From an optimization exercise on the open Yosys and OpenROAD flow, aimed at small area; shortcuts taken in it are not production practice.
RTL that was checked went through simulation tests only; none was proved equivalent to the original.
No functional check of the RTL was part of run 3.
No activity file was given, so power comes from the tool's default toggle rates.

--- design/flow/design.v ---
module addrmap_cfg (
    input  wire [16:0] cfg_geom,
    output wire        legal
);
    wire [3:0] cols  = cfg_geom[3:0];
    wire [3:0] banks = cfg_geom[7:4];
    wire [1:0] bg    = cfg_geom[9:8];
    wire [4:0] rows  = cfg_geom[14:10];
    assign legal = (cols >= 4'd8) && (cols <= 4'd12) &&
                   (banks == 4'd2 || banks == 4'd3) &&
                   (bg <= 2'd2) &&
                   (rows >= 5'd14) && (rows <= 5'd18);
endmodule
module dm_aoi222 (input wire a1, a2, b1, b2, c1, c2, output wire y);
    assign y = ~((a1 & a2) | (b1 & b2) | (c1 & c2));
endmodule
module dm_aoi22 (input wire a1, a2, b1, b2, output wire y);
    assign y = ~((a1 & a2) | (b1 & b2));
endmodule
module dm_nand2 (input wire a, b, output wire y);
    assign y = ~(a & b);
endmodule
module dm_nand3 (input wire a, b, c, output wire y);
    assign y = ~(a & b & c);
endmodule
module dm_nand4 (input wire a, b, c, d, output wire y);
    assign y = ~(a & b & c & d);
endmodule
module dm_aoi221 (input wire a1, a2, b1, b2, c, output wire y);
    assign y = ~((a1 & a2) | (b1 & b2) | c);
endmodule
module dm_aoi211 (input wire a1, a2, b, c, output wire y);
    assign y = ~((a1 & a2) | b | c);
endmodule
module dm_aoi21 (input wire a1, a2, b, output wire y);
    assign y = ~((a1 & a2) | b);
endmodule
module dm_aoi31 (input wire a1, a2, a3, b, output wire y);
    assign y = ~((a1 & a2 & a3) | b);
endmodule
module dm_pick4 (input wire [3:0] s, input wire [3:0] d, output wire y);
    wire n0, n1;
    dm_aoi222 g0 (.a1(s[0]), .a2(d[0]), .b1(s[1]), .b2(d[1]), .c1(s[2]), .c2(d[2]), .y(n0));
    dm_nand2  g1 (.a(s[3]), .b(d[3]), .y(n1));
    dm_nand2  g2 (.a(n0), .b(n1), .y(y));
endmodule
module dm_pick4m (input wire nm, input wire [3:0] s, input wire [3:0] d, output wire y);
    wire n0, n1;
    dm_aoi222 g0 (.a1(s[0]), .a2(d[0]), .b1(s[1]), .b2(d[1]), .c1(s[2]), .c2(d[2]), .y(n0));
    dm_nand2  g1 (.a(s[3]), .b(d[3]), .y(n1));
    dm_aoi21  g2 (.a1(n0), .a2(n1), .b(nm), .y(y));
endmodule
module dm_pick8 (input wire [7:0] s, input wire [7:0] d, output wire y);
    wire n0, n1, n2;
    dm_aoi222 g0 (.a1(s[0]), .a2(d[0]), .b1(s[1]), .b2(d[1]), .c1(s[2]), .c2(d[2]), .y(n0));
    dm_aoi222 g1 (.a1(s[3]), .a2(d[3]), .b1(s[4]), .b2(d[4]), .c1(s[5]), .c2(d[5]), .y(n1));
    dm_aoi22  g2 (.a1(s[6]), .a2(d[6]), .b1(s[7]), .b2(d[7]), .y(n2));
    dm_nand3  g3 (.a(n0), .b(n1), .c(n2), .y(y));
endmodule
module dm_pick8m (input wire nm, input wire [7:0] s, input wire [7:0] d, output wire y);
    wire n0, n1, n2;
    dm_aoi222 g0 (.a1(s[0]), .a2(d[0]), .b1(s[1]), .b2(d[1]), .c1(s[2]), .c2(d[2]), .y(n0));
    dm_aoi222 g1 (.a1(s[3]), .a2(d[3]), .b1(s[4]), .b2(d[4]), .c1(s[5]), .c2(d[5]), .y(n1));
    dm_aoi22  g2 (.a1(s[6]), .a2(d[6]), .b1(s[7]), .b2(d[7]), .y(n2));
    dm_aoi31  g3 (.a1(n0), .a2(n1), .a3(n2), .b(nm), .y(y));
endmodule
module dm_pick5 (input wire [4:0] s, input wire [4:0] d, output wire y);
    wire n0, n1;
    dm_aoi222 g0 (.a1(s[0]), .a2(d[0]), .b1(s[1]), .b2(d[1]), .c1(s[2]), .c2(d[2]), .y(n0));
    dm_aoi22  g1 (.a1(s[3]), .a2(d[3]), .b1(s[4]), .b2(d[4]), .y(n1));
    dm_nand2  g2 (.a(n0), .b(n1), .y(y));
endmodule
module dm_pick12 (input wire [11:0] s, input wire [11:0] d, output wire y);
    wire n0, n1, n2, n3;
    dm_aoi222 g0 (.a1(s[0]), .a2(d[0]), .b1(s[1]), .b2(d[1]), .c1(s[2]), .c2(d[2]), .y(n0));
    dm_aoi222 g1 (.a1(s[3]), .a2(d[3]), .b1(s[4]), .b2(d[4]), .c1(s[5]), .c2(d[5]), .y(n1));
    dm_aoi222 g2 (.a1(s[6]), .a2(d[6]), .b1(s[7]), .b2(d[7]), .c1(s[8]), .c2(d[8]), .y(n2));
    dm_aoi222 g3 (.a1(s[9]), .a2(d[9]), .b1(s[10]), .b2(d[10]), .c1(s[11]), .c2(d[11]), .y(n3));
    dm_nand4  g4 (.a(n0), .b(n1), .c(n2), .d(n3), .y(y));
endmodule
module dram_addrmap (
    input  wire         clk,
    input  wire         rst,
    input  wire         cfg_we,
    input  wire [16:0]  cfg_geom,
    output reg          cfg_err,
    output wire         ag_valid,
    output wire [16:0]  ag_geom,
    output wire         mstr_half,
    output wire [1:0]   mstr_ranks,
    output wire [11:0]  map_bg,
    output wire [53:0]  map_col,
    output wire [17:0]  map_bank,
    output wire [107:0] map_row,
    output wire [5:0]   map_rank,
    input  wire         req_valid,
    input  wire [37:0]  req_addr,
    input  wire [1:0]   req_size,
    output wire         rsp_valid,
    output wire [1:0]   rsp_fault,
    output wire         rsp_rank,
    output wire [1:0]   rsp_bg,
    output wire [2:0]   rsp_bank,
    output wire [17:0]  rsp_row,
    output wire [11:0]  rsp_col,
    output wire [1:0]   rsp_lane
);
    localparam [5:0] DISABLED = 6'h3F;
    localparam [1:0] F_OK = 2'd0, F_MISALIGNED = 2'd1, F_NOT_READY = 2'd2, F_RANGE = 2'd3;
    wire legal;
    addrmap_cfg u_chk (.cfg_geom(cfg_geom), .legal(legal));
    reg [2:0] g_c;
    reg       g_b;
    reg [1:0] g_g;
    reg       r4, r1, r0;
    reg       g_k;
    reg       g_h;
    always @(posedge clk) begin
        if (rst) begin
            cfg_err <= 1'b0;
            g_c <= 3'd0; g_b <= 1'b0; g_g <= 2'd0;
            r4 <= 1'b0; r1 <= 1'b0; r0 <= 1'b0;
            g_k <= 1'b0; g_h <= 1'b0;
        end else begin
            cfg_err <= cfg_we && !legal;
            if (cfg_we && legal) begin
                g_c <= cfg_geom[2:0];
                g_b <= cfg_geom[4];
                g_g <= cfg_geom[9:8];
                r4  <= cfg_geom[14];
                r1  <= cfg_geom[11];
                r0  <= cfg_geom[10];
                g_k <= cfg_geom[15];
                g_h <= cfg_geom[16];
            end
        end
    end
    wire       g_v = r4 | r1;                        
    wire       r32 = r1 & ~r4;                       
    wire [2:0] g_r = {r4 & r1, r4 & ~r1, r0};        
    assign ag_valid   = g_v;
    assign ag_geom    = {g_h, g_k, r4, r32, r32, r1, r0, g_g, 2'b00, g_v, g_b, g_v, g_c};
    assign mstr_half  = g_h;
    assign mstr_ranks = {g_k, g_v};
    wire [2:0] g_y = {1'b0, g_g} + g_c;
    wire [2:0] g_x = g_y + {2'b00, g_b};
    wire [3:0] g_z = {1'b0, g_x} + {1'b0, g_r};
    genvar i;
    generate
        for (i = 0; i < 2; i = i + 1) begin : gmbg
            assign map_bg[i*6 +: 6] = (i < g_g) ? 6'd3 + i : DISABLED;
        end
        for (i = 3; i < 12; i = i + 1) begin : gmcol
            assign map_col[(i-3)*6 +: 6] = (g_v && (i < 8 || (i - 8) < g_c)) ? g_g + i : DISABLED;
        end
        for (i = 0; i < 3; i = i + 1) begin : gmbank
            assign map_bank[i*6 +: 6] = (g_v && (i < 2 || g_b)) ? 6'd8 + i + g_y : DISABLED;
        end
        for (i = 0; i < 18; i = i + 1) begin : gmrow
            assign map_row[i*6 +: 6] = (g_v && (i < 14 || (i - 14) < g_r)) ? 6'd10 + i + g_x : DISABLED;
        end
    endgenerate
    assign map_rank = g_k ? 6'd24 + g_z : DISABLED;
    reg [37:0] a;
    reg        rv;
    wire mis = (req_addr[0] & (req_size != 2'd0)) | (req_addr[1] & req_size[1]) |
               (req_addr[2] & (req_size == 2'd3));
    always @(posedge clk) begin
        rv        <= !rst && req_valid && !mis;
        a[0]      <= !rst && req_valid && (req_addr[0] || mis);
        a[37:1]   <= req_addr[37:1];
    end
    assign rsp_valid = rv | a[0];
    wire       hb = ~g_h;
    wire [1:0] s1 = {1'b0, hb} + g_g;
    wire [3:0] s3 = {3'b0, hb} + {1'b0, g_x};
    wire [3:0] sc = 4'd1 << s1;                         
    wire [2:0] sp = (s3 >= 4'd6) ? 3'b100 : (s3 >= 4'd3) ? 3'b010 : 3'b001;    
    wire [2:0] sq = (s3 == 4'd0 || s3 == 4'd3 || s3 == 4'd6) ? 3'b001 :
                    (s3 == 4'd1 || s3 == 4'd4 || s3 == 4'd7) ? 3'b010 : 3'b100;  
    wire [4:0] sr = 5'd1 << g_r;                        
    wire [3:0] ncm = ~{g_c == 3'd4, g_c >= 3'd3, g_c >= 3'd2, g_c != 3'd0};    
    wire [3:0] rm  = {g_r == 3'd4, g_r >= 3'd3, g_r >= 3'd2, g_r != 3'd0};      
    assign rsp_lane     = {hb & a[1], a[0]};
    assign rsp_col[2:0] = g_h ? a[3:1] : a[4:2];
    assign rsp_bg       = {g_g[1], g_g != 2'd0} & (g_h ? a[5:4] : a[6:5]);
    generate
        for (i = 0; i < 9; i = i + 1) begin : gcol
            if (i < 5) begin : u
                dm_pick4 p (.s(sc), .d(a[4+i +: 4]), .y(rsp_col[3+i]));
            end else begin : m
                dm_pick4m p (.nm(ncm[i-5]), .s(sc), .d(a[4+i +: 4]), .y(rsp_col[3+i]));
            end
        end
    endgenerate
    wire [29:0] nt;      
    wire [29:0] rx;      
    generate
        for (i = 0; i < 28; i = i + 1) begin : grA
            dm_aoi222 g (.a1(sq[0]), .a2(a[8+i]), .b1(sq[1]), .b2(a[9+i]),
                         .c1(sq[2]), .c2(a[10+i]), .y(nt[i]));
        end
        dm_aoi22 grA28 (.a1(sq[0]), .a2(a[36]), .b1(sq[1]), .b2(a[37]), .y(nt[28]));
        dm_nand2 grA29 (.a(sq[0]), .b(a[37]), .y(nt[29]));
        for (i = 0; i < 24; i = i + 1) begin : grB
            dm_aoi222 g (.a1(sp[0]), .a2(nt[i]), .b1(sp[1]), .b2(nt[i+3]),
                         .c1(sp[2]), .c2(nt[i+6]), .y(rx[i]));
        end
        for (i = 24; i < 27; i = i + 1) begin : grB2
            dm_aoi221 g (.a1(sp[0]), .a2(nt[i]), .b1(sp[1]), .b2(nt[i+3]), .c(sp[2]), .y(rx[i]));
        end
        for (i = 27; i < 30; i = i + 1) begin : grB3
            dm_aoi211 g (.a1(sp[0]), .a2(nt[i]), .b(sp[1]), .c(sp[2]), .y(rx[i]));
        end
    endgenerate
    assign rsp_bank = g_b ? rx[2:0] : {1'b0, rx[2:1]};
    assign rsp_row  = {rm & rx[20:17], rx[16:3]};
    wire rank_bit;
    dm_pick5 u_rank (.s(sr), .d(rx[21:17]), .y(rank_bit));
    assign rsp_rank = rank_bit;
    wire [3:0] gle = {~g_r[2], ~(g_r[2] | (g_r[1] & g_r[0])), ~(g_r[2] | g_r[1]), g_r == 3'd0};
    wire above = |rx[29:22] | |(gle & rx[21:18]);
    wire out_range = above | (~g_k & rank_bit);
    assign rsp_fault = !rv       ? F_MISALIGNED :
                       !g_v      ? F_NOT_READY  :
                       out_range ? F_RANGE      : F_OK;
endmodule
--- design/flow/flow/run.sh ---
#!/bin/bash
# Layout flow: the standard ORFS flow (standard.sh) with these changes:
#  - synthesis maps the logic with an area-oriented ABC script (abc.script)
#    in place of ORFS's; everything else in synthesis, including the
#    flip-flop mapping and the standard flow's flatten and rename steps, is unchanged,
#    but adders are not pulled out into full- and half-adder cells first;
#  - the port buffers are the smallest buffer, sky130_fd_sc_hd__buf_1;
#  - clock tree synthesis adds no dummy loads, and uses clkbuf_8 buffers;
#  - timing-driven global placement keeps none of its trial buffers.
# Each tool's output goes to a log file in the work folder.
set -euo pipefail
W=$PWD
F=$W/flow

# synthesis script: the standard flow's, with yosys's abc command given our ABC script
{
  head -n 1 synth_recipe.tcl
  cat <<EOF
proc abc {args} {
  set a {}
  set skip 0
  foreach x \$args {
    if {\$skip} { set skip 0; lappend a $F/abc.script; continue }
    if {\$x eq "-script"} { set skip 1 }
    lappend a \$x
  }
  yosys abc {*}\$a
}
proc extract_fa {args} {}
EOF
  tail -n +2 synth_recipe.tcl
} > my_synth.tcl

sed "s|SYNTH_SCRIPT=[^ ]*|SYNTH_SCRIPT=$W/my_synth.tcl|" standard.sh > my_standard.sh
grep -q "SYNTH_SCRIPT=$W/my_synth.tcl" my_standard.sh

export BUFFER_PORTS_ARGS="-buffer_cell sky130_fd_sc_hd__buf_1"
export CTS_ARGS="-sink_clustering_enable -sink_clustering_size 30 -repair_clock_nets -dont_use_dummy_load -buf_list {sky130_fd_sc_hd__clkbuf_8}"
export GPL_KEEP_OVERFLOW=0
bash my_standard.sh > flow.log 2>&1
--- design/flow/flow/abc.script ---
strash
dc2
dch -f
amap
--- design/flow/standard.sh ---
#!/bin/bash
# synth_recipe.tcl (not shown) runs the flow's synth.tcl, then flattens the netlist and writes it again
# the make line also repeats each setting of config.mk as NAME=value (left out here)
make -C /OpenROAD-flow-scripts/flow DESIGN_CONFIG=/design/flow/config.mk WORK_HOME=/design/flow/orfs CLKGATE_MAP_FILE= SYNTH_SCRIPT=/design/flow/synth_recipe.tcl "${@:-finish}"
--- design/flow/config.mk ---
export PLATFORM = sky130hd
export DESIGN_NAME = dram_addrmap
export DESIGN_NICKNAME = dram_addrmap
export VERILOG_FILES = /design/flow/design.v
export SDC_FILE = /design/flow/constraint.sdc
export NUM_CORES = 4
export LEC_CHECK = 0
export ABC_AREA = 1
export CAP_MARGIN = 20
export CELL_PAD_IN_SITES_DETAIL_PLACEMENT = 1
export CELL_PAD_IN_SITES_GLOBAL_PLACEMENT = 1
export CORE_AREA = 5 5 155 155
export DIE_AREA = 0 0 160 160
export PLACE_DENSITY = 0.4
export SLEW_MARGIN = 20
export SYNTH_HIERARCHICAL = 1
--- design/flow/constraint.sdc ---
create_clock -name core_clock -period 7.0 [get_ports {clk}]
set_input_delay 1.4000 -clock core_clock [delete_from_list [all_inputs] [get_ports {clk}]]
set_output_delay 1.4000 -clock core_clock [all_outputs]
set_load 0.01 [all_outputs]
==> impl_metrics.csv, run 1 <==
group,metric,value,unit
global_routing,antenna_found_initial,0,
clock_network,root_buffer,"clkbuf_8",
drt,first_pass_iters,8,
global_routing,grt_pass1_wl,31.9,mm
sta,max_freq,151,MHz
power,p_leak,1.63,nW
layout,n_fill_cell,2807,
setup_path,required,5600,ps
layout,drive_above_1_share,10.1,%
yosys,synth-main-ff-cell,"dfxtp_1",
power,power.density,119,mW/mm2
drt,vias,5043,
sta,timing.final.crit_share,94.5,%
placement,post_dp_cell_area,0.00476,mm2
power,peakVddDrop,0.0742,mV
floorplanning,die_x,160,um
layout,syn2layout_area_growth,29.3,%
clock_network,clock_sinks,51,
sta,slew_headroom,45.4,%
yosys,synth.ff_latch_count,51,
status,status,"finished clean",
sta,holdWs,593,ps
yosys,synth_edf_count,0,
layout,design_area,0.00523,mm2
clock_network,cts_max_level,2,
sta,final_max_slew_viol_count,0,
yosys,synthDistinctLibCells,31,
yosys,synth_common_cells,"buf_4, nand2_1, a222oi_1",
yosys,synthCells,550,
global_routing,overflow,0,
setup_path,critPathKind,"reg2out",
yosys,post-synth-top-count-cell,"buf_4",
sta,finClkSkew,0,ps
drt,antenna_left,0,
floorplanning,start_util,18.4,%
sta,rsz0062_at_grt,"false",
yosys,avgSynthCellArea,7.35,um2
sta,finalHoldViolCount,0,
setup_path,endpoint_kind,"output port",
global_routing,grt_pass1_vias,5119,
drt,post_drt_wl_per_cell,20.5,um
yosys,synth_top_area_share,25.2,%
job,drv_cap,0,
setup_path,startpoint_type,"flip-flop",
clock_network,clk_pin_slew_worst_paths,80,ps
drt,drt_iter0_drc,876,
sta,period_needed,6620,ps
layout,final-seq-area,0.00103,mm2
clock_network,cts_tree,"built",
setup_path,critPathMaxFanout,8,
yosys,ys_top_cells_by_area,"dfxtp_1, buf_4, a222oi_1",
sta,setup_viol,0,
yosys,yosysTopAreaCell,"dfxtp_1",
floorplanning,rows,54,
clock_network,clock_latency,310,ps
yosys,synth.yosys.warnings,7,
placement,io_buffers,300,
global_routing,grt_max_degree,33,
layout,antenna_cells,0,
drt,wl,21.6,mm
floorplanning,die_y,160,um
floorplanning,core,0.0220,mm2
yosys,ys_seq_area_share,25.2,%
worst_hold_path,hold_class,"reg2reg",
sta,worst_pin_slew,817,ps
yosys,synth-async-reset-ratio,0,%
global_routing,grt_usage,15.6,%
drt,drcViolationCount,0,
layout,multi_input_comb_area,0.00219,mm2
yosys,syn_area,0.00405,mm2
floorplanning,die_area,0.0256,mm2
placement,hpwl,16.4,mm
floorplanning,io_pins,322,
setup_path,arrival,5220,ps
drt,viasPerCell,4.80,
clock_network,numCtsBuffers,5,
clock_network,cts_buffer_depth,2,
placement,routabilityCongestion,0.780,
layout,fin_nets,834,
sta,fin_tns_setup,0,ps
[final cells by class]
class	instances	share of cell area [%]
clock buffer	5	1.32
inverter	44	3.52
multi-input combinational	341	41.8
sequential	51	19.6
tap	280	6.70
timing repair buffer	330	27.0
[cells by family (layout without fill, tap and decap cells)]
family	Yosys count	in the layout	synth area share (%)
compound gates	163	165	29.6
flops	51	51	25.2
simple gates	154	155	16.2
other cells	2	21	0.186
buf+inv	180	379	28.8
[cells in the final DEF (no fill, tap or decap), drive strengths merged]
cell,synthesis,layout
nand2,67,67
buf,136,330
clkbuf,0,5
a31oi,2,2
nand3,6,6
a221oi,3,3
conb,2,21
nor2b,3,3
o21a,2,2
or4,2,2
and3,2,2
a21boi,1,1
inv,0,2
a222oi,62,62
or2,4,4
o221a,1,1
a211o,1,1
o21ai,46,46
clkinv,44,42
a22oi,3,3
a21oi,25,25
nor2,52,53
o221ai,1,1
nor3,4,4
or3,12,12
a211oi,3,3
a22o,1,1
nand4,1,1
a2111oi,1,1
dfxtp,51,51
o22ai,11,13
nor4,1,1
[flip-flops by register name, summed over array words and instances (netlist names)]
register,count
a,38
r4,1
rv,1
cfg_err,1
r0,1
g_h,1
g_b,1
g_k,1
g_c,3
g_g,2
r1,1
[modules after synthesis, one instance, submodules excluded, excerpt]
module       times used  area (um2)  cells
dm_aoi221             3        8.76      1
dm_aoi222            62        10.0      1
dm_aoi211             3        7.51      1
dm_aoi22              2        7.51      1
dm_nand2             16        3.75      1
addrmap_cfg           1        45.0      7
dm_aoi21              4        5.00      1
[where the power goes]
group	internal [mW]	switching (mW)
sequential	0.302	0.0143
clock	0.0650	0.101
combinational	0.0546	0.0846
[critical path: stages, from the launching register on]
cell	delay (ps)
dfxtp_1	390
clkinv_1	190
nor2_2	260
a21oi_4	70
clkinv_2	110
nor2_1	110
a21oi_4	180
clkinv_2	160
nor2_2	250
inv_4	120
o21ai_4	180
o221ai_4	220
o21ai_4	190
o22ai_4	160
buf_4	170
buf_4	140
a222oi_1	450
a222oi_1	230
a222oi_1	360
nand2_1	120
a22o_1	240
nor4_4	320
o21ai_0	130
buf_1	160
[layer usage]
metal	vias up	track usage, %	routed length, um
li1	2336	-	-
met2	298	28.1	10900
met5	-	0	0
met3	11	4.92	2010
met4	0	2.15	174
met1	2398	18.7	8500
[stage by stage]
step           utilization, %  power, mW  setup WS, ps  instances
6_report                 23.8      0.622           382       1051
2_1_floorplan               -      0.416          63.3        569
3_5_place_dp             21.7      0.448         -2190       1016
5_1_grt                  23.8      0.660          3.86       1051
3_3_place_gp             21.1      0.446         -1820       1013
4_1_cts                  23.4      0.631          58.7       1044
[what timing repair did]
| item | 4_1_cts | 5_1_grt |
|---|---|---|
| hold buffers | 0 | 0 |
| resized for setup | 36 | 12 |
| pin swaps | 15 | 7 |
| endpoints found under the setup margin | 24 | 2 |
| setup buffers | 21 | 6 |
| cloned | 2 | 1 |
[worst paths after layout]
check | from | end | slack [ps] | cells past startpoint
setup / recovery | g_c[0] | rsp_fault[0] | 380 | 23
hold / removal | g_c[1] | g_c[1] | 590 | 2
setup reg to reg | g_h | g_h | 5440 | 2
hold reg to reg | g_c[1] | g_c[1] | 590 | 2
==> run 2, diff against run 1 <==
--- a/design/flow/flow/run.sh
+++ b/design/flow/flow/run.sh
@@ -6,6 +6,5 @@
 #    but adders are not pulled out into full- and half-adder cells first;
 #  - the port buffers are the smallest buffer, sky130_fd_sc_hd__buf_1;
-#  - clock tree synthesis adds no dummy loads, and uses clkbuf_8 buffers;
-#  - timing-driven global placement keeps none of its trial buffers.
+#  - clock tree synthesis adds no dummy loads.
 # Each tool's output goes to a log file in the work folder.
 set -euo pipefail
@@ -36,5 +35,4 @@
 
 export BUFFER_PORTS_ARGS="-buffer_cell sky130_fd_sc_hd__buf_1"
-export CTS_ARGS="-sink_clustering_enable -sink_clustering_size 30 -repair_clock_nets -dont_use_dummy_load -buf_list {sky130_fd_sc_hd__clkbuf_8}"
-export GPL_KEEP_OVERFLOW=0
+export CTS_ARGS="-sink_clustering_enable -repair_clock_nets -dont_use_dummy_load -buf_list {sky130_fd_sc_hd__clkbuf_8 sky130_fd_sc_hd__clkbuf_16}"
 bash my_standard.sh > flow.log 2>&1
==> run 2 against run 1 <==
  * First-iteration DRC count shrank 41%
  * Clock skew is the same
  * Total power grew 11%
  * Combinational power shrank 6%
  * Largest cell class unchanged
  * Largest power group unchanged
  * Highest routed layer is now met5
==> impl_metrics.csv, run 2 <==
group,metric,value,unit
yosys,ys_top_cells_by_area,"dfxtp_1, buf_4, a222oi_1",
yosys,synth_common_cells,"buf_4, nand2_1, a222oi_1",
power,p_leak,1.61,nW
yosys,syn_area,0.00405,mm2
sta,final_max_slew_viol_count,0,
sta,period_needed,6590,ps
drt,first_pass_iters,8,
clock_network,clk_pin_slew_worst_paths,80,ps
setup_path,reg2reg_to,"g_h",
yosys,synth-async-reset-ratio,0,%
setup_path,path_cells,"clkinv_1 > o22ai_1 > clkinv_1 > nand2_1 > o21ai_0 > a21oi_1 > buf_4 > o22ai_2 > buf_4 > nor2_1 > clkinv_1 > o22ai_4 > nor2_2 > a222oi_1 > a222oi_1 > a222oi_1 > nand2_1 > a22o_1 > nor4_4 > o21ai_0 > buf_1",
yosys,synth_top_area_share,25.2,%
yosys,synth_top_family_by_area,"compound AO/OA/AOI/OAI gates",
clock_network,hold_buffers,0,
placement,dp_worst_setup_slack,-230,ps
layout,largest_register_ffs,38,
clock_network,clock_sinks,51,
floorplanning,die_y,160,um
setup_path,cp_num_buf_inv,6,
layout,post-route-util,23.1,%
global_routing,grt_pass1_vias,5100,
yosys,yosys.area_share.simple,16.2,%
setup_path,critPathMaxFanout,11,
setup_path,required,5600,ps
drt,vias,4967,
yosys,ys_seq_area_share,25.2,%
sta,finClkSkew,0,ps
placement,io_buffers,300,
yosys,yosysTopAreaCell,"dfxtp_1",
drt,drt_iter0_drc,514,
global_routing,antenna_found_initial,1,
floorplanning,rows,54,
layout,fin_nets,833,
yosys,synth_fa_ha_area_share,0,%
worst_hold_path,hold_path_end,"g_c[1]",
layout,layout_common_cells,"buf_1, nand2_1, a222oi_1, dfxtp_1, nor2_1",
sta,setup_viol,0,
worst_hold_path,whs_path_depth,2,
yosys,synth-main-ff-cell,"dfxtp_1",
global_routing,grt_pass1_wl,30.6,mm
layout,mostFrequentLayoutCell,"buf_1",
yosys,synthMuxAreaShare,0,%
worst_hold_path,min-delay-start,"g_c[1]",
setup_path,reg2reg_from,"g_h",
yosys,synthCells,550,
drt,wl,20.4,mm
power,peakVddDrop,0.0834,mV
global_routing,overflow,0,
layout,final-seq-area,0.00102,mm2
yosys,synth_edf_count,0,
yosys,synth_compound_area_share,29.6,%
yosys,synth-xor-area-share,0,%
setup_path,critPathKind,"reg2out",
setup_path,reg2reg_slack,5600,ps
floorplanning,start_util,18.4,%
sta,slew_headroom,32.7,%
layout,syn2layout_area_growth,25.2,%
floorplanning,die_area,0.0256,mm2
floorplanning,die_x,160,um
global_routing,grt_usage,14.9,%
placement,placed_cells,1034,
placement,hpwl,16.3,mm
sta,worst_pin_slew,1010,ps
clock_network,root_buffer,"clkbuf_16",
power,power,688,uW
setup_path,arrival,5190,ps
job,drv_cap,0,
clock_network,cts_tree,"built",
layout,multi_input_comb_area,0.00203,mm2
sta,finalHoldViolCount,0,
yosys,avgSynthCellArea,7.35,um2
layout,antenna_cells,0,
setup_path,cp_slowest_cell,"a222oi_1",
clock_network,cts_buffer_depth,2,
floorplanning,core,0.0220,mm2
clock_network,numCtsBuffers,5,
layout,top_register,"a",
placement,routabilityCongestion,0.769,
yosys,synth.yosys.warnings,7,
sta,timing.final.crit_share,94.1,%
floorplanning,io_pins,322,
setup_path,max_stage_delay,510,ps
yosys,synth.ff_latch_count,51,
setup_path,endpoint_kind,"output port",
setup_path,worst_r2r_path_depth,2,
drt,post_drt_wl_per_cell,19.4,um
drt,viasPerCell,4.73,
setup_path,startpoint_type,"flip-flop",
sta,max_freq,152,MHz
yosys,synthDistinctLibCells,31,
layout,drive_above_1_share,7.27,%
clock_network,clock_latency,280,ps
setup_path,critPathTopFamily,"compound AO/OA/AOI/OAI gates",
layout,n_fill_cell,2802,
clock_network,cts_max_level,2,
worst_hold_path,hold_class,"reg2reg",
sta,postLayoutSetupSlackWorst,415,ps
drt,antenna_left,0,
global_routing,grt_max_degree,53,
power,power.density,136,mW/mm2
layout,fin_cells,1050,
yosys,post-synth-top-count-cell,"buf_4",
status,status,"finished clean",
layout,top_regs,"a x38, g_c x3, g_g x2",
drt,drcViolationCount,0,
==> run 2: cell counts after synthesis <==
Identical to the previous run, type by type.
==> run 2: cell type report <==
type,instances,area share [%]
clock buffers,5,2.47
inverters,44,3.41
multi-input cells,338,40.1
flip-flops and latches,51,20.2
well taps,280,6.92
repair buffers,332,27.0
==> run 2: power breakdown <==
part / internal [mW] / total [mW] / switching (mW) / leakage [nW]
registers: 0.303 / 0.316 / 0.0133 / 0.426
logic: 0.0496 / 0.131 / 0.0815 / 1.12
clock network: 0.127 / 0.241 / 0.113 / 0.0616
==> run 2: cells by family (layout without fill, tap and decap cells) <==
family / after synthesis / after routing
simple gates: 154 / 154
flops: 51 / 51
buf+inv: 180 / 381
other cells: 2 / 21
compound gates: 163 / 163
==> run 2: per-module statistics from Yosys, one instance, submodules excluded, excerpt <==
module | area, um2 | cells inside
dm_aoi22 | 7.51 | 1
dram_addrmap | 3240 | 453
addrmap_cfg | 45.0 | 7
dm_nand2 | 3.75 | 1
dm_aoi211 | 7.51 | 1
dm_aoi222 | 10.0 | 1
dm_aoi21 | 5.00 | 1
dm_aoi221 | 8.76 | 1
==> run 2: what timing repair did <==
action | CTS | global route
endpoints found under the setup margin | 2 | 2
setup buffers | 2 | 9
resized for setup | 6 | 10
hold endpoints to repair | 0 | 0
pin swaps | 5 | 8
==> run 2: worst max path at each step <==
stage,endpoint,cells after the start,from,slack (ps)
2_1_floorplan,rsp_fault[1],18,g_g[0],60
3_3_place_gp,rsp_fault[0],22,g_c[0],170
3_5_place_dp,rsp_fault[1],22,g_c[0],-230
4_1_cts,rsp_fault[1],21,g_c[0],9
5_1_grt,rsp_fault[0],21,g_c[1],-10
6_report,rsp_fault[0],21,g_c[1],410
==> run 2: through the flow <==
| stage | TNS, ps | hold WS (ps) | area, um2 |
|---|---|---|---|
| 2_1_floorplan | 0 | 474 | 4160 |
| 5_1_grt | -10.8 | 541 | 5060 |
| 3_3_place_gp | 0 | 480 | 4810 |
| 6_report | 0 | 517 | 5060 |
| 3_5_place_dp | -428 | 506 | 4810 |
| 4_1_cts | 0 | 519 | 4960 |
==> run 2: metal layers <==
metal | vias to the layer above | global-route usage [%] | routed length, um | share of wire [%]
li1 | 2322 | - | - | -
met1 | 2364 | 17.0 | 7940 | 39
met2 | 263 | 27.7 | 10500 | 52
met3 | 16 | 4.43 | 1720 | 8.4
met4 | 2 | 2.50 | 217 | 1.1
met5 | - | 0 | 11 | 0.054
==> run 2: worst min-delay path, delay by kind of cell, from the launching register on <==
kind                   cells  cell delay, ps
AOI/OAI and AO/OA          1              70
DFF                        1             320
buffers and inverters      1              80
==> run 3, diff against run 2 <==
--- a/design/flow/design.v
+++ b/design/flow/design.v
@@ -110,5 +110,5 @@
     wire legal;
     addrmap_cfg u_chk (.cfg_geom(cfg_geom), .legal(legal));
-    reg [2:0] g_c;
+    reg [2:0] g_x;           
     reg       g_b;
     reg [1:0] g_g;
@@ -119,5 +119,5 @@
         if (rst) begin
             cfg_err <= 1'b0;
-            g_c <= 3'd0; g_b <= 1'b0; g_g <= 2'd0;
+            g_x <= 3'd0; g_b <= 1'b0; g_g <= 2'd0;
             r4 <= 1'b0; r1 <= 1'b0; r0 <= 1'b0;
             g_k <= 1'b0; g_h <= 1'b0;
@@ -125,5 +125,5 @@
             cfg_err <= cfg_we && !legal;
             if (cfg_we && legal) begin
-                g_c <= cfg_geom[2:0];
+                g_x <= {1'b0, cfg_geom[9:8]} + cfg_geom[2:0] + {2'b00, cfg_geom[4]};
                 g_b <= cfg_geom[4];
                 g_g <= cfg_geom[9:8];
@@ -143,6 +143,6 @@
     assign mstr_half  = g_h;
     assign mstr_ranks = {g_k, g_v};
-    wire [2:0] g_y = {1'b0, g_g} + g_c;
-    wire [2:0] g_x = g_y + {2'b00, g_b};
+    wire [2:0] g_y = g_x - {2'b00, g_b};
+    wire [2:0] g_c = g_y - {1'b0, g_g};
     wire [3:0] g_z = {1'b0, g_x} + {1'b0, g_r};
     genvar i;
==> run 3 against run 2 <==
  * Wire length down 0.73%
  * Final cell count decreased by 1.1%
  * Via count decreased by 0.24%
  * Sequential share of layout area increased by 0.75 points
  * Core utilization is 0.83 points lower
  * Sequential cell count stayed put
  * Non-clock buffer count is 21 lower
  * First-iteration DRC count rose by 13%
  * Still clean on timing, DRC and antenna
  * Synthesized cell count is 1.6% higher
  * Setup slack gained 180 ps
==> impl_metrics.csv, run 3 <==
group,metric,value,unit
worst_hold_path,whs_path_depth,2,
clock_network,cts_tree,"built",
drt,antenna_left,0,
floorplanning,core,0.0220,mm2
floorplanning,die_area,0.0256,mm2
yosys,avgSynthCellArea,7.33,um2
drt,drt_iter0_drc,581,
setup_path,reg2reg_from,"g_b",
layout,fin_cells,1038,
layout,largest_register_ffs,38,
setup_path,endpoint_kind,"output port",
floorplanning,rows,54,
layout,drive_above_1_share,2.90,%
yosys,synthDistinctLibCells,29,
yosys,synth_edf_count,0,
worst_hold_path,hold_class,"reg2reg",
layout,top_register,"a",
layout,fin_nets,821,
sta,max_freq,156,MHz
yosys,synth_common_cells,"buf_4, nand2_1, a222oi_1",
layout,top_regs,"a x38, g_x x3, g_g x2",
layout,antenna_cells,0,
setup_path,startpoint_type,"flip-flop",
global_routing,antenna_found_initial,1,
power,p_int,472,uW
power,swShare,28.5,%
clock_network,clk_pin_slew_worst_paths,60,ps
drt,first_pass_iters,6,
global_routing,grt_max_degree,50,
yosys,synth-async-reset-ratio,0,%
yosys,synth_top_area_share,24.9,%
power,p_sw,188,uW
worst_hold_path,hold_path_end,"r1",
placement,hpwl,16.4,mm
clock_network,clock_latency,280,ps
power,clockPowerShare,34.1,%
power,p_leak,1.53,nW
drt,drcViolationCount,0,
setup_path,worst_r2r_path_depth,2,
sta,finalHoldViolCount,0,
setup_path,critPathMaxFanout,31,
drt,wl,20.3,mm
clock_network,numCtsBuffers,5,
floorplanning,start_util,18.7,%
setup_path,arrival,5000,ps
placement,io_buffers,300,
yosys,syn_area,0.00410,mm2
setup_path,reg2reg_slack,5450,ps
drt,viasPerCell,4.77,
floorplanning,die_y,160,um
sta,setup_viol,0,
power,peakVddDrop,0.0753,mV
layout,syn2layout_area_growth,19.1,%
drt,post_drt_wl_per_cell,19.5,um
yosys,yosysTopAreaCell,"dfxtp_1",
setup_path,required,5600,ps
sta,final_max_slew_viol_count,0,
clock_network,root_buffer,"clkbuf_16",
sta,worst_pin_slew,1000,ps
sta,fin_tns_setup,0,ps
placement,placed_cells,1033,
yosys,synth.ff_latch_count,51,
layout,mostFrequentLayoutCell,"buf_1",
layout,layout_common_cells,"buf_1, nand2_1, a222oi_1, nor2_1, dfxtp_1",
setup_path,reg2reg_to,"g_b",
sta,timing.final.crit_share,91.5,%
sta,finClkSkew,0,ps
yosys,synthCells,559,
yosys,synth-main-ff-cell,"dfxtp_1",
power,power.density,135,mW/mm2
yosys,post-synth-top-count-cell,"buf_4",
clock_network,clock_sinks,51,
global_routing,grt_pass1_wl,30.4,mm
yosys,ys_seq_area_share,24.9,%
job,drv_cap,0,
yosys,synth.yosys.warnings,7,
floorplanning,die_x,160,um
clock_network,cts_buffer_depth,2,
sta,slew_headroom,32.4,%
floorplanning,io_pins,322,
status,status,"finished clean",
global_routing,grt_usage,14.6,%
yosys,ys_top_cells_by_area,"dfxtp_1, buf_4, a222oi_1",
power,power_frac_seq,48.0,%
global_routing,overflow,0,
layout,n_fill_cell,2841,
power,comb_power_share,17.9,%
drt,vias,4955,
layout,multi_input_comb_area,0.00203,mm2
sta,rsz0062_at_grt,"false",
layout,final-seq-area,0.00102,mm2
sta,period_needed,6400,ps
setup_path,critPathKind,"reg2out",
clock_network,cts_max_level,2,
placement,routabilityCongestion,0.767,
worst_hold_path,min-delay-start,"r1",
clock_network,post_cts_buffers,0,
global_routing,grt_pass1_vias,5003,
## run 3: power groups by stage
stage	registers [mW]	clock network (mW)	logic, mW
after floorplan	0.318	0	0.0914
after global placement	0.324	0	0.117
after detailed placement	0.323	0	0.118
after CTS	0.317	0.236	0.119
after global routing	0.319	0.247	0.130
final	0.317	0.225	0.118
## run 3: timing repair
item / in CTS / in global routing
hold buffers: 0 / 0
hold endpoints to repair: 0 / 0
endpoints found under the setup margin: 0 / 2
resized for setup: 0 / 1
## run 3: cell type report
| cell class | count | area share (%) |
|---|---|---|
| Timing Repair Buffer | 311 | 24.8 |
| Sequential cell | 51 | 20.9 |
| Tap cell | 280 | 7.18 |
| Multi-Input combinational cell | 351 | 41.5 |
| Inverter | 40 | 3.08 |
| Clock buffer | 5 | 2.56 |
## run 3: per-module statistics from Yosys (local to each module, per instance), a selection
module | flip-flops and latches | times used | cells | area [um2]
dm_aoi222 | 0 | 62 | 1 | 10.0
dm_aoi22 | 0 | 2 | 1 | 7.51
dm_nand2 | 0 | 16 | 1 | 3.75
dm_aoi21 | 0 | 4 | 1 | 5.00
dm_aoi211 | 0 | 3 | 1 | 7.51
dram_addrmap | 51 | 1 | 462 | 3290
addrmap_cfg | 0 | 1 | 7 | 45.0
dm_aoi221 | 0 | 3 | 1 | 8.76
## run 3: logic make-up after synthesis
| group | synth area share, % |
|---|---|
| buf+inv | 28.0 |
| simple gates | 17.4 |
| compound gates | 29.5 |
| flops | 24.9 |
| other cells | 0.183 |
## run 3: worst max-delay path by stage
stage | start | endpoint | slack (ps) | cells after the start
detailed placement | g_x[1] | rsp_fault[1] | 600 | 18
global route | g_x[1] | rsp_fault[0] | 220 | 18
floorplan | g_x[1] | rsp_fault[1] | 110 | 15
CTS | g_x[1] | rsp_fault[1] | 250 | 18
global placement | g_x[2] | rsp_fault[1] | 990 | 18
finish | g_x[1] | rsp_fault[1] | 600 | 18
## run 3: per-layer routing
metal,vias up,track usage (%),routed length (um)
li1,2323,-,-
met1,2370,18.0,8380
met2,250,26.4,10200
met5,-,0,13
met3,10,3.53,1510
met4,2,1.99,115
## run 3: critical path, cell delays in order, from the launching register on
cell      delay (ps)
dfxtp_1          590
clkinv_1         330
nor2_1           290
nor2_1           110
clkinv_1          90
nor2_1            80
o21ai_2          180
buf_4            340
nor2_1            90
buf_4            230
a222oi_1         580
a222oi_1         280
a222oi_1         410
nand2_1          120
nand2_1           80
nand4_1          100
nor4_2           480
a21boi_0         170
buf_1            160
## run 3: through the flow
stage	setup slack (ps)	utilization [%]	total power [mW]	area [um2]	hold WS [ps]
final	596	22.2	0.661	4880	558
after global routing	223	22.2	0.696	4880	592
after CTS	254	22.2	0.671	4880	573
after detailed placement	597	21.6	0.441	4750	564
after global placement	995	21.6	0.440	4750	556
after floorplan	109	-	0.409	4170	474
==> run 4, diff against run 3 <==
--- a/design/flow/design.v
+++ b/design/flow/design.v
@@ -152,11 +152,23 @@
         end
         for (i = 3; i < 12; i = i + 1) begin : gmcol
-            assign map_col[(i-3)*6 +: 6] = (g_v && (i < 8 || (i - 8) < g_c)) ? g_g + i : DISABLED;
+            if (i < 8) begin : u
+                assign map_col[(i-3)*6 +: 6] = (g_g + i) | ({6{~g_v}} & ~(6'd0 + i));
+            end else begin : m
+                assign map_col[(i-3)*6 +: 6] = ((i - 8) < g_c) ? g_g + i : DISABLED;
+            end
         end
         for (i = 0; i < 3; i = i + 1) begin : gmbank
-            assign map_bank[i*6 +: 6] = (g_v && (i < 2 || g_b)) ? 6'd8 + i + g_y : DISABLED;
+            if (i < 2) begin : u
+                assign map_bank[i*6 +: 6] = (6'd8 + i + g_y) | ({6{~g_v}} & ~(6'd8 + i));
+            end else begin : m
+                assign map_bank[i*6 +: 6] = g_b ? 6'd8 + i + g_y : DISABLED;
+            end
         end
         for (i = 0; i < 18; i = i + 1) begin : gmrow
-            assign map_row[i*6 +: 6] = (g_v && (i < 14 || (i - 14) < g_r)) ? 6'd10 + i + g_x : DISABLED;
+            if (i < 14) begin : u
+                assign map_row[i*6 +: 6] = (6'd10 + i + g_x) | ({6{~g_v}} & ~(6'd10 + i));
+            end else begin : m
+                assign map_row[i*6 +: 6] = ((i - 14) < g_r) ? 6'd10 + i + g_x : DISABLED;
+            end
         end
     endgenerate
--- a/design/flow/flow/run.sh
+++ b/design/flow/flow/run.sh
@@ -6,5 +6,7 @@
 #    but adders are not pulled out into full- and half-adder cells first;
 #  - the port buffers are the smallest buffer, sky130_fd_sc_hd__buf_1;
-#  - clock tree synthesis adds no dummy loads.
+#  - clock tree synthesis adds no dummy loads, and clusters all flip-flops
+#    under one buffer if it can;
+#  - one tie cell drives all constant-1 outputs, one all constant-0 outputs.
 # Each tool's output goes to a log file in the work folder.
 set -euo pipefail
@@ -35,4 +37,5 @@
 
 export BUFFER_PORTS_ARGS="-buffer_cell sky130_fd_sc_hd__buf_1"
-export CTS_ARGS="-sink_clustering_enable -repair_clock_nets -dont_use_dummy_load -buf_list {sky130_fd_sc_hd__clkbuf_8 sky130_fd_sc_hd__clkbuf_16}"
+export CTS_ARGS="-sink_clustering_enable -sink_clustering_size 64 -sink_clustering_max_diameter 400 -repair_clock_nets -dont_use_dummy_load -buf_list {sky130_fd_sc_hd__clkbuf_16}"
+export SKIP_REPAIR_TIE_FANOUT=1
 bash my_standard.sh > flow.log 2>&1
--- a/design/flow/config.mk
+++ b/design/flow/config.mk
@@ -12,5 +12,5 @@
 export CORE_AREA = 5 5 155 155
 export DIE_AREA = 0 0 160 160
-export PLACE_DENSITY = 0.4
+export PLACE_DENSITY = 0.3
 export SLEW_MARGIN = 20
 export SYNTH_HIERARCHICAL = 1
==> run 4 against run 3 <==
  * Global-route usage grew 0.14 points
  * Sequential cell count is the same
  * Final cell count fell by 4.0%
  * Highest routed layer unchanged
  * Total power rose by 2.9%
  * Register-to-register slack better by 60 ps
  * Design area shrank 3.2%
  * Setup slack lost 100 ps
  * Die area unchanged
  * Count of clock-buffer cells in the layout is the same
  * Clock power grew 6%
==> impl_metrics.csv, run 4 <==
group,metric,value,unit
sta,finClkSkew,0,ps
sta,slew_headroom,45.4,%
global_routing,grt_pass1_vias,4832,
sta,final_max_slew_viol_count,0,
layout,mostFrequentLayoutCell,"buf_1",
yosys,synth_compound_area_share,29.8,%
global_routing,overflow,0,
sta,finalHoldViolCount,0,
sta,worst_pin_slew,814,ps
layout,post-route-util,21.5,%
clock_network,hold_buffers,0,
yosys,synth_fa_ha_area_share,0,%
setup_path,critPathMaxFanout,30,
clock_network,clock_latency,290,ps
floorplanning,start_util,18.2,%
setup_path,required,5600,ps
layout,layout_common_cells,"buf_1, nand2_1, a222oi_1, dfxtp_1, nor2_1",
yosys,synth-main-ff-cell,"dfxtp_1",
yosys,synth_top_area_share,25.5,%
job,drv_cap,0,
power,peakVddDrop,0.0763,mV
yosys,ys_top_cells_by_area,"dfxtp_1, buf_4, a222oi_1",
drt,wl,20.1,mm
floorplanning,io_pins,322,
global_routing,grt_usage,14.7,%
power,p_int,475,uW
drt,drcViolationCount,0,
power,p_leak,1.46,nW
yosys,synth-xor-area-share,0,%
sta,rsz0062_at_grt,"false",
yosys,avgSynthCellArea,7.41,um2
global_routing,grt_pass1_wl,30.1,mm
layout,fin_nets,778,
placement,dp_worst_setup_slack,230,ps
floorplanning,die_y,160,um
clock_network,numCtsBuffers,5,
drt,drt_iter0_drc,468,
drt,post_drt_wl_per_cell,20.2,um
power,power.density,144,mW/mm2
power,power_frac_seq,46.7,%
sta,setup_viol,0,
yosys,synthMuxAreaShare,0,%
yosys,yosysTopAreaCell,"dfxtp_1",
status,status,"finished clean",
layout,syn2layout_area_growth,18.1,%
power,p_sw,205,uW
clock_network,clk_pin_slew_worst_paths,70,ps
clock_network,cts_buffer_depth,2,
layout,top_regs,"a x38, g_x x3, g_g x2",
sta,postLayoutSetupSlackWorst,491,ps
yosys,ys_seq_area_share,25.5,%
power,clockPowerShare,34.9,%
layout,drive_above_1_share,3.64,%
drt,vias,4723,
setup_path,critPathKind,"reg2out",
yosys,synthDistinctLibCells,30,
placement,hpwl,16.5,mm
floorplanning,die_area,0.0256,mm2
clock_network,post_cts_buffers,0,
yosys,synth_edf_count,0,
global_routing,antenna_found_initial,2,
clock_network,root_buffer,"clkbuf_16",
yosys,synthCells,540,
layout,largest_register_ffs,38,
placement,post_dp_cell_area,0.00459,mm2
sta,timing.final.crit_share,93.0,%
floorplanning,rows,54,
yosys,post-synth-top-count-cell,"buf_4",
sta,period_needed,6510,ps
floorplanning,core,0.0220,mm2
global_routing,grt_max_degree,33,
yosys,synth.ff_latch_count,51,
drt,antenna_left,0,
yosys,syn_area,0.00400,mm2
drt,viasPerCell,4.74,
setup_path,reg2reg_slack,5510,ps
worst_hold_path,hold_class,"reg2reg",
yosys,synth-async-reset-ratio,0,%
clock_network,cts_tree,"built",
placement,routabilityCongestion,0.734,
drt,top_layer,"met5",
layout,top_register,"a",
clock_network,clock_sinks,51,
drt,wl_met1,8.34,mm
setup_path,startpoint_type,"flip-flop",
placement,io_buffers,300,
floorplanning,die_x,160,um
yosys,synth_common_cells,"buf_4, nand2_1, a222oi_1",
power,swShare,30.1,%
power,comb_power_share,18.4,%
yosys,synth.yosys.warnings,7,
setup_path,arrival,5110,ps
setup_path,endpoint_kind,"output port",
sta,max_freq,154,MHz
sta,fin_tns_setup,0,ps
clock_network,cts_max_level,2,
drt,met3RoutedLength,1.63,mm
yosys,synth_top_family_by_area,"buffers and inverters",
yosys,yosys.area_share.simple,14.6,%
drt,wl_met2,9.83,mm
drt,first_pass_iters,8,
layout,design_area,0.00473,mm2
==> run 4: cell count changes after synthesis, sizes merged, moves of 5 or more <==
| cell | before | now |
|---|---|---|
| or3 | 14 | 0 |
| o21ai | 42 | 37 |
| clkinv | 40 | 45 |
| nor2 | 59 | 53 |
| buf | 136 | 142 |
| nand3 | 8 | 3 |
==> run 4: stage by stage <==
step	hold slack, ps	std cells	total power, mW
after floorplan	474	540	0.416
after global placement	501	990	0.452
after detailed placement	523	990	0.450
after CTS	533	995	0.694
after global routing	581	995	0.718
final	538	996	0.680
==> run 4: cells by family after synthesis <==
logic type | count (synthesis)
simple gates | 142
compound gates | 158
other cells | 2
buf+inv | 187
flops | 51
==> run 4: area by class of cell <==
cell class                 instances  area (um2)
clock buffer                       5         125
inverter                          45         170
fill                            2808       17200
sequential                        51        1020
timing repair buffer             312        1220
antenna                            1        2.50
tap                              280         350
multi-input combinational        302        1840
==> run 4: power groups by stage <==
stage | combinational, mW | clock [mW] | sequential [mW]
after floorplan | 0.0976 | 0 | 0.318
after global placement | 0.127 | 0 | 0.325
after detailed placement | 0.126 | 0 | 0.324
after CTS | 0.127 | 0.250 | 0.317
after global routing | 0.139 | 0.260 | 0.319
final | 0.125 | 0.238 | 0.317
==> run 4: path summary, 6_finish.rpt <==
kind                  end   start  cells after the start
max          rsp_fault[1]  g_x[1]                     18
min                g_x[0]  g_x[0]                      2
max reg2reg           g_b     g_b                      2
min reg2reg        g_x[0]  g_x[0]                      2
==> run 4: Yosys stat by module, one instance, submodules excluded, excerpt <==
module,cells,copies in the design,cell area [um2]
dm_aoi211,1,3,7.51
dm_nand2,1,16,3.75
dm_aoi222,1,62,10.0
dram_addrmap,443,1,3190
dm_aoi22,1,2,7.51
addrmap_cfg,7,1,45.0
dm_aoi21,1,4,5.00
dm_aoi221,1,3,8.76
==> run 4: worst max-delay path: stages, from the launching register on <==
cell	delay (ps)
dfxtp_1	480
clkinv_2	270
nor2_2	250
nor2_1	90
clkinv_1	170
a21oi_1	190
o32ai_4	240
buf_4	340
nor2_2	160
buf_4	240
a222oi_1	570
a222oi_1	300
a222oi_1	350
nand2_1	120
a221oi_1	310
nand3_1	140
a221oi_2	270
a21boi_0	150
buf_1	180
==> run 4: metal layers <==
metal / vias up / GRT usage [%]
met5: - / 0
met4: 4 / 2.97
met3: 20 / 3.97
met2: 246 / 26.1
met1: 2245 / 18.0
li1: 2208 / -
==> run 4: repair_timing <==
action                                  in CTS  in global routing
endpoints found under the setup margin       2                  2
pin swaps                                    0                  1
resized for setup                            1                  3
==> run 5, diff against run 4 <==
--- a/design/flow/config.mk
+++ b/design/flow/config.mk
@@ -8,9 +8,9 @@
 export ABC_AREA = 1
 export CAP_MARGIN = 20
-export CELL_PAD_IN_SITES_DETAIL_PLACEMENT = 1
-export CELL_PAD_IN_SITES_GLOBAL_PLACEMENT = 1
+export CELL_PAD_IN_SITES_DETAIL_PLACEMENT = 2
+export CELL_PAD_IN_SITES_GLOBAL_PLACEMENT = 2
 export CORE_AREA = 5 5 155 155
 export DIE_AREA = 0 0 160 160
-export PLACE_DENSITY = 0.3
+export PLACE_DENSITY = 0.35
 export SLEW_MARGIN = 20
 export SYNTH_HIERARCHICAL = 1
==> run 5 against run 4 <==
  * Sequential cell count stayed put
  * First-iteration DRC count is 13% lower
  * Clock power is 2% lower
  * Design area stayed put
  * Critical path depth stayed put
  * Sequential power hardly changed
  * Setup slack better by 18 ps
  * Via count hardly changed
  * Global-route usage is 0.47 points higher
  * Critical endpoint unchanged
==> impl_metrics.csv, run 5 <==
group,metric,value,unit
floorplanning,io_pins,322,
setup_path,startpoint_type,"flip-flop",
power,p_sw,201,uW
drt,first_pass_iters,10,
yosys,synth_top_area_share,25.5,%
sta,postLayoutSetupSlackWorst,509,ps
drt,drcViolationCount,0,
global_routing,gr-usage-met3,4.12,%
global_routing,global_route.usage.met1,18.9,%
power,p_int,475,uW
yosys,avgSynthCellArea,7.41,um2
layout,antenna_cells,0,
power,peakVddDrop,0.0844,mV
drt,post_drt_wl_per_cell,20.8,um
yosys,synthDistinctLibCells,30,
sta,setup_viol,0,
sta,timing.final.crit_share,92.7,%
floorplanning,die_x,160,um
power,power_frac_seq,46.9,%
clock_network,cts_max_level,2,
power,p_leak,1.46,nW
clock_network,cts_tree,"built",
placement,hpwl,16.9,mm
yosys,synth.ff_latch_count,51,
layout,fin_nets,778,
yosys,synth-async-reset-ratio,0,%
layout,fin_cells,995,
clock_network,numCtsBuffers,5,
floorplanning,rows,54,
layout,top_register,"a",
yosys,ys_top_cells_by_area,"dfxtp_1, buf_4, a222oi_1",
yosys,post-synth-top-count-cell,"buf_4",
yosys,synth_edf_count,0,
sta,period_needed,6490,ps
global_routing,overflow,0,
clock_network,clock_latency,280,ps
job,drv_cap,0,
floorplanning,core,0.0220,mm2
setup_path,arrival,5090,ps
floorplanning,die_y,160,um
global_routing,grt_pass1_vias,5100,
layout,drive_above_1_share,3.50,%
clock_network,root_buffer,"clkbuf_16",
sta,max_freq,154,MHz
layout,syn2layout_area_growth,18.1,%
sta,fin_tns_setup,0,ps
clock_network,hold_buffers,0,
power,power,677,uW
yosys,synth-main-ff-cell,"dfxtp_1",
placement,routabilityCongestion,0.745,
clock_network,cts_buffer_depth,2,
drt,antenna_left,0,
floorplanning,die_area,0.0256,mm2
yosys,synth.yosys.warnings,7,
yosys,synthCells,540,
worst_hold_path,hold_class,"reg2reg",
sta,finClkSkew,0,ps
drt,drt_iter0_drc,407,
yosys,synth_common_cells,"buf_4, nand2_1, a222oi_1",
yosys,yosysTopAreaCell,"dfxtp_1",
setup_path,critPathKind,"reg2out",
setup_path,required,5600,ps
status,status,"finished clean",
placement,placed_cells,989,
layout,largest_register_ffs,38,
global_routing,grt_usage,15.2,%
layout,mostFrequentLayoutCell,"buf_1",
sta,worst_pin_slew,881,ps
sta,final_max_slew_viol_count,0,
global_routing,grt_use_met2,27.1,%
layout,design_area,0.00473,mm2
placement,dp_worst_setup_slack,126,ps
placement,post_dp_cell_area,0.00458,mm2
sta,finalHoldViolCount,0,
drt,wl,20.7,mm
power,swShare,29.8,%
drt,viasPerCell,4.75,
power,comb_power_share,18.6,%
power,power.density,143,mW/mm2
yosys,syn_area,0.00400,mm2
global_routing,grt_most_used_layer,"met2",
setup_path,critPathMaxFanout,30,
power,clockPowerShare,34.5,%
placement,io_buffers,300,
clock_network,clk_pin_slew_worst_paths,60,ps
clock_network,clock_sinks,51,
global_routing,grt_pass1_wl,31.5,mm
global_routing,grt_max_degree,33,
layout,top_regs,"a x38, g_x x3, g_g x2",
floorplanning,start_util,18.2,%
layout,n_fill_cell,2694,
global_routing,antenna_found_initial,1,
yosys,ys_seq_area_share,25.5,%
sta,slew_headroom,40.9,%
layout,layout_common_cells,"buf_1, nand2_1, a222oi_1, dfxtp_1, nor2_1",
sta,rsz0062_at_grt,"false",
drt,vias,4722,
setup_path,endpoint_kind,"output port",
## run 5: power by group through the flow
stage          logic [mW]  clock network [mW]  registers, mW
2_1_floorplan      0.0976                   0          0.318
3_3_place_gp        0.126                   0          0.325
3_5_place_dp        0.128                   0          0.324
4_1_cts             0.128               0.247          0.317
5_1_grt             0.140               0.259          0.319
6_report            0.126               0.233          0.317
## run 5: kinds of logic (layout without fill, tap and decap cells)
group                  count (synthesis)  in the layout  synth area share (%)
buffers and inverters                187            362                  29.9
AOI/OAI and AO/OA                    158            158                  29.8
and+or+nand+nor                      142            142                  14.6
DFF                                   51             51                  25.5
other                                  2              2                 0.188
## run 5: path summary, 6_finish.rpt
| path | slack [ps] | startpoint | endpoint | depth (start not counted) |
|---|---|---|---|---|
| setup / recovery | 510 | g_x[1] | rsp_fault[1] | 18 |
| hold / removal | 610 | g_h | g_h | 2 |
| setup reg to reg | 5460 | g_b | g_b | 2 |
| hold reg to reg | 610 | g_h | g_h | 2 |
## run 5: per-stage QoR
step	hold WS (ps)	utilization, %
2_1_floorplan	474	-
3_3_place_gp	575	20.9
3_5_place_dp	614	20.9
4_1_cts	623	21.4
5_1_grt	664	21.5
6_report	606	21.5
## run 5: per-module statistics from Yosys, one instance, submodules excluded, excerpt
module | copies in the design | area (um2)
dm_aoi22 | 2 | 7.51
dm_aoi221 | 3 | 8.76
dm_aoi222 | 62 | 10.0
dm_aoi211 | 3 | 7.51
dm_aoi21 | 4 | 5.00
addrmap_cfg | 1 | 45.0
dram_addrmap | 1 | 3190
dm_nand2 | 16 | 3.75
## run 5: repair_timing
action,in CTS,in global routing
hold endpoints to repair,0,0
endpoints found under the setup margin,2,2
pin swaps,0,2
resized for setup,1,2
setup buffers,0,1
## run 5: layout make-up
type	count	area (um2)	share of cell area, %
multi-input cells	302	1850	39.0
repair buffers	312	1220	25.7
clock buffers	5	125	2.65
well taps	280	350	7.41
inverters	45	170	3.60
flip-flops and latches	51	1020	21.6
## run 5: routing by layer
| layer | part of all wire, % | wire [um] |
|---|---|---|
| met4 | 0.41 | 85 |
| met2 | 49 | 10200 |
| met5 | 0.034 | 7 |
| met3 | 7.7 | 1580 |
| met1 | 43 | 8800 |
## run 5: worst max-delay path, cell delays in order, from the launching register on
cell and delay [ps]:
dfxtp_1 490, clkinv_2 280, nor2_1 330, nor2_1 100, clkinv_1 180, a21oi_1 200
o32ai_4 230, buf_4 340, nor2_2 170, buf_4 230, a222oi_1 510, a222oi_1 290
a222oi_1 320, nand2_1 130, a221oi_1 270, nand3_1 120, a221oi_2 290, a21boi_0 150
buf_1 170
==> run 6, diff against run 5 <==
--- a/design/flow/design.v
+++ b/design/flow/design.v
@@ -206,23 +206,24 @@
         end
     endgenerate
-    wire [29:0] nt;      
+    wire [31:0] nt;      
     wire [29:0] rx;      
     generate
-        for (i = 0; i < 28; i = i + 1) begin : grA
-            dm_aoi222 g (.a1(sq[0]), .a2(a[8+i]), .b1(sq[1]), .b2(a[9+i]),
-                         .c1(sq[2]), .c2(a[10+i]), .y(nt[i]));
-        end
-        dm_aoi22 grA28 (.a1(sq[0]), .a2(a[36]), .b1(sq[1]), .b2(a[37]), .y(nt[28]));
-        dm_nand2 grA29 (.a(sq[0]), .b(a[37]), .y(nt[29]));
-        for (i = 0; i < 24; i = i + 1) begin : grB
-            dm_aoi222 g (.a1(sp[0]), .a2(nt[i]), .b1(sp[1]), .b2(nt[i+3]),
-                         .c1(sp[2]), .c2(nt[i+6]), .y(rx[i]));
-        end
-        for (i = 24; i < 27; i = i + 1) begin : grB2
-            dm_aoi221 g (.a1(sp[0]), .a2(nt[i]), .b1(sp[1]), .b2(nt[i+3]), .c(sp[2]), .y(rx[i]));
-        end
-        for (i = 27; i < 30; i = i + 1) begin : grB3
-            dm_aoi211 g (.a1(sp[0]), .a2(nt[i]), .b(sp[1]), .c(sp[2]), .y(rx[i]));
-        end
+        for (i = 0; i < 24; i = i + 1) begin : grA
+            dm_aoi222 g (.a1(sp[0]), .a2(a[8+i]), .b1(sp[1]), .b2(a[11+i]),
+                         .c1(sp[2]), .c2(a[14+i]), .y(nt[i]));
+        end
+        for (i = 24; i < 27; i = i + 1) begin : grA2
+            dm_aoi22 g (.a1(sp[0]), .a2(a[8+i]), .b1(sp[1]), .b2(a[11+i]), .y(nt[i]));
+        end
+        for (i = 27; i < 30; i = i + 1) begin : grA3
+            dm_nand2 g (.a(sp[0]), .b(a[8+i]), .y(nt[i]));
+        end
+        assign nt[31:30] = 2'b11;
+        for (i = 0; i < 28; i = i + 1) begin : grB
+            dm_aoi222 g (.a1(sq[0]), .a2(nt[i]), .b1(sq[1]), .b2(nt[i+1]),
+                         .c1(sq[2]), .c2(nt[i+2]), .y(rx[i]));
+        end
+        dm_aoi221 grB28 (.a1(sq[0]), .a2(nt[28]), .b1(sq[1]), .b2(nt[29]), .c(sq[2]), .y(rx[28]));
+        dm_aoi211 grB29 (.a1(sq[0]), .a2(nt[29]), .b(sq[1]), .c(sq[2]), .y(rx[29]));
     endgenerate
     assign rsp_bank = g_b ? rx[2:0] : {1'b0, rx[2:1]};
--- a/design/flow/flow/run.sh
+++ b/design/flow/flow/run.sh
@@ -6,6 +6,7 @@
 #    but adders are not pulled out into full- and half-adder cells first;
 #  - the port buffers are the smallest buffer, sky130_fd_sc_hd__buf_1;
-#  - clock tree synthesis adds no dummy loads, and clusters all flip-flops
-#    under one buffer if it can;
+#  - clock tree synthesis adds no dummy loads, uses clkbuf_8 buffers, and
+#    clusters the flip-flops in groups of up to 64
+
 #  - one tie cell drives all constant-1 outputs, one all constant-0 outputs.
 # Each tool's output goes to a log file in the work folder.
@@ -37,5 +38,5 @@
 
 export BUFFER_PORTS_ARGS="-buffer_cell sky130_fd_sc_hd__buf_1"
-export CTS_ARGS="-sink_clustering_enable -sink_clustering_size 64 -sink_clustering_max_diameter 400 -repair_clock_nets -dont_use_dummy_load -buf_list {sky130_fd_sc_hd__clkbuf_16}"
+export CTS_ARGS="-sink_clustering_enable -sink_clustering_size 64 -sink_clustering_max_diameter 400 -repair_clock_nets -dont_use_dummy_load -buf_list {sky130_fd_sc_hd__clkbuf_8}"
 export SKIP_REPAIR_TIE_FANOUT=1
 bash my_standard.sh > flow.log 2>&1
==> run 6 against run 5 <==
  * Design area shrank 2.0%
  * Final cell count down 0.20%
  * Sequential cell count did not move
  * Combinational power is essentially flat
  * Synthesized area decreased by 0.25%
  * Fmax up 2.4%
  * Total power fell by 11%
  * Clock power down 31%
  * Register-to-register slack better by 90 ps
  * Non-clock buffer count is 2 lower
  * Core utilization decreased by 0.44 points
  * Largest cell class unchanged
  * Highest routed layer unchanged
==> impl_metrics.csv, run 6 <==
group,metric,value,unit
status,status,"finished clean",
sta,finClkSkew,0,ps
power,power.density,130,mW/mm2
setup_path,endpoint_kind,"output port",
clock_network,hold_buffers,0,
global_routing,grt_max_degree,33,
sta,rsz0062_at_grt,"false",
yosys,ys_top_cells_by_area,"dfxtp_1, buf_4, a222oi_1",
drt,first_pass_iters,9,
yosys,avgSynthCellArea,7.39,um2
layout,fin_cells,993,
setup_path,critPathMaxFanout,31,
sta,period_needed,6340,ps
floorplanning,io_pins,322,
power,p_leak,1.43,nW
layout,fin_nets,776,
placement,io_buffers,300,
placement,routabilityCongestion,0.772,
sta,slew_headroom,42.0,%
clock_network,cts_tree,"built",
setup_path,startpoint_type,"flip-flop",
layout,top_regs,"a x38, g_x x3, g_g x2",
floorplanning,start_util,18.2,%
floorplanning,die_x,160,um
layout,design_area,0.00463,mm2
drt,viasPerCell,4.75,
sta,max_freq,158,MHz
clock_network,cts_max_level,2,
layout,antenna_cells,0,
setup_path,reg2reg_from,"g_b",
sta,final_max_slew_viol_count,0,
clock_network,clk_pin_slew_worst_paths,90,ps
global_routing,grt_pass1_wl,31.2,mm
yosys,synth-main-ff-cell,"dfxtp_1",
layout,drive_above_1_share,2.81,%
layout,layout_common_cells,"buf_1, nand2_1, a222oi_1, nor2_1, dfxtp_1",
job,drv_cap,0,
drt,drt_iter0_drc,522,
clock_network,numCtsBuffers,5,
placement,dp_worst_setup_slack,830,ps
yosys,synth.ff_latch_count,51,
setup_path,critPathLaunch,"g_x[0]",
clock_network,cts_resized,0,
yosys,synth_edf_count,0,
floorplanning,die_y,160,um
clock_network,root_buffer,"clkbuf_8",
setup_path,critPathKind,"reg2out",
yosys,ys_seq_area_share,25.6,%
layout,syn2layout_area_growth,16.0,%
yosys,yosysTopAreaCell,"dfxtp_1",
global_routing,grt_usage,15.2,%
yosys,synth_common_cells,"buf_4, nand2_1, a222oi_1",
global_routing,overflow,0,
yosys,synth-async-reset-ratio,0,%
power,peakVddDrop,0.0643,mV
worst_hold_path,min-delay-start,"r1",
placement,placed_cells,988,
sta,setup_viol,0,
sta,finalHoldViolCount,0,
layout,top_register,"a",
clock_network,clock_sinks,51,
yosys,synth.yosys.warnings,7,
floorplanning,core,0.0220,mm2
worst_hold_path,hold_class,"reg2reg",
sta,holdWs,547,ps
layout,mostFrequentLayoutCell,"buf_1",
drt,post_drt_wl_per_cell,21.0,um
clock_network,clock_latency,290,ps
global_routing,antenna_found_initial,1,
sta,worst_pin_slew,864,ps
yosys,synth_top_area_share,25.6,%
power,power,602,uW
drt,vias,4716,
sta,fin_tns_setup,0,ps
yosys,post-synth-top-count-cell,"buf_4",
setup_path,required,5600,ps
sta,timing.final.crit_share,90.5,%
clock_network,post_cts_buffers,0,
drt,wl,20.9,mm
yosys,synthCells,540,
floorplanning,die_area,0.0256,mm2
floorplanning,rows,54,
layout,largest_register_ffs,38,
clock_network,cts_buffer_depth,2,
placement,hpwl,17.1,mm
yosys,syn_area,0.00399,mm2
drt,drcViolationCount,0,
setup_path,arrival,4940,ps
placement,post_dp_cell_area,0.00456,mm2
layout,post-route-util,21.1,%
yosys,synthDistinctLibCells,30,
sta,postLayoutSetupSlackWorst,663,ps
drt,antenna_left,0,
global_routing,grt_pass1_vias,4985,
-- run 6: worst max-delay path, cell delays in order, from the launching register on --
cell      delay (ps)
dfxtp_1          460
clkinv_1         140
buf_4            220
nor2_1           120
nor2_1           160
clkinv_1         270
a21oi_1          470
o32ai_4          140
buf_4            260
nor2_2           260
buf_4            320
a222oi_1         180
a222oi_1         370
nand2_1          130
a221oi_1         280
nand3_1          120
a221oi_1         390
a21boi_0         160
buf_1            180
-- run 6: worst paths after layout --
check	endpoint	slack [ps]	cells after the start
worst max-delay path	rsp_fault[1]	660	18
worst min-delay path	r1	550	2
worst max register to register	g_b	5550	2
worst min register to register	r1	550	2
-- run 6: cell type report --
cell class,count,area (um2)
Tap cell,280,350
Fill cell,2710,17300
Timing Repair Buffer,310,1200
Sequential cell,51,1020
Inverter,45,169
Multi-Input combinational cell,302,1820
Clock buffer,5,68.8
-- run 6: logic make-up after synthesis --
family                 after synthesis  share of synthesized area (%)
other                                2                          0.188
AOI/OAI and AO/OA                  156                           29.5
and+or+nand+nor                    144                           14.8
buffers and inverters              187                           30.0
DFF                                 51                           25.6
-- run 6: power by group --
group,switching (mW),internal [mW],total (mW)
clock,0.0955,0.0648,0.160
combinational,0.0793,0.0446,0.124
sequential,0.0148,0.303,0.318
total,0.190,0.412,0.602
-- run 6: Yosys stat by module, one instance, submodules excluded, excerpt --
module | times used | area (um2) | flip-flops and latches
dm_aoi222 | 62 | 10.0 | 0
addrmap_cfg | 1 | 45.0 | 0
dm_aoi211 | 1 | 7.51 | 0
dm_nand2 | 18 | 3.75 | 0
dram_addrmap | 1 | 3190 | 51
dm_aoi21 | 4 | 5.00 | 0
dm_aoi221 | 1 | 8.76 | 0
dm_aoi22 | 4 | 7.51 | 0
-- run 6: layer usage --
metal | vias to the layer above | global-route usage [%] | wire length [um]
met2 | 212 | 27.1 | 10300
met3 | 11 | 4.64 | 1470
met5 | - | 0 | 11
li1 | 2185 | - | -
met4 | 2 | 1.80 | 144
met1 | 2306 | 18.7 | 8950

[static timing again, ports no longer ideal]
The results above use ideal ports. As a check the final layouts listed here were re-extracted and re-timed, cells and wires unchanged.
Step 1: set_driving_cell puts a clkbuf_16 on clk and a buf_2 on each other input, an assumption about the parent block.
Step 2 adds t to the input delays and takes it off the output delays; t is the mean of the earliest and latest rising clock arrival at the registers after step 1. Input paths then give back, and output paths get back, about the clock's delay inside the block.
a / b / c = ideal ports / drivers / drivers and shift; a / b = the first two.
| run | shift t [ns] | setup WS [ns] | worst setup path at the end | slew at the worst register clock pin (ns) | worst data-port slew with drivers (ns) |
|---|---|---|---|---|---|
| run 1 | 0.347 | 0.382 / 0.349 / 0.696 | register to output | 0.10 / 0.10 | 0.05 |
| run 2 | 0.328 | 0.415 / 0.378 / 0.706 | register to output | 0.08 / 0.08 | 0.07 |
| run 3 | 0.321 | 0.596 / 0.559 / 0.879 | register to output | 0.07 / 0.07 | 0.07 |
| run 4 | 0.339 | 0.491 / 0.449 / 0.788 | register to output | 0.08 / 0.08 | 0.06 |
| run 5 | 0.335 | 0.509 / 0.464 / 0.799 | register to output | 0.07 / 0.07 | 0.07 |
| run 6 | 0.346 | 0.663 / 0.626 / 0.971 | register to output | 0.11 / 0.11 | 0.06 |
After both steps setup and hold are still met in every run listed.
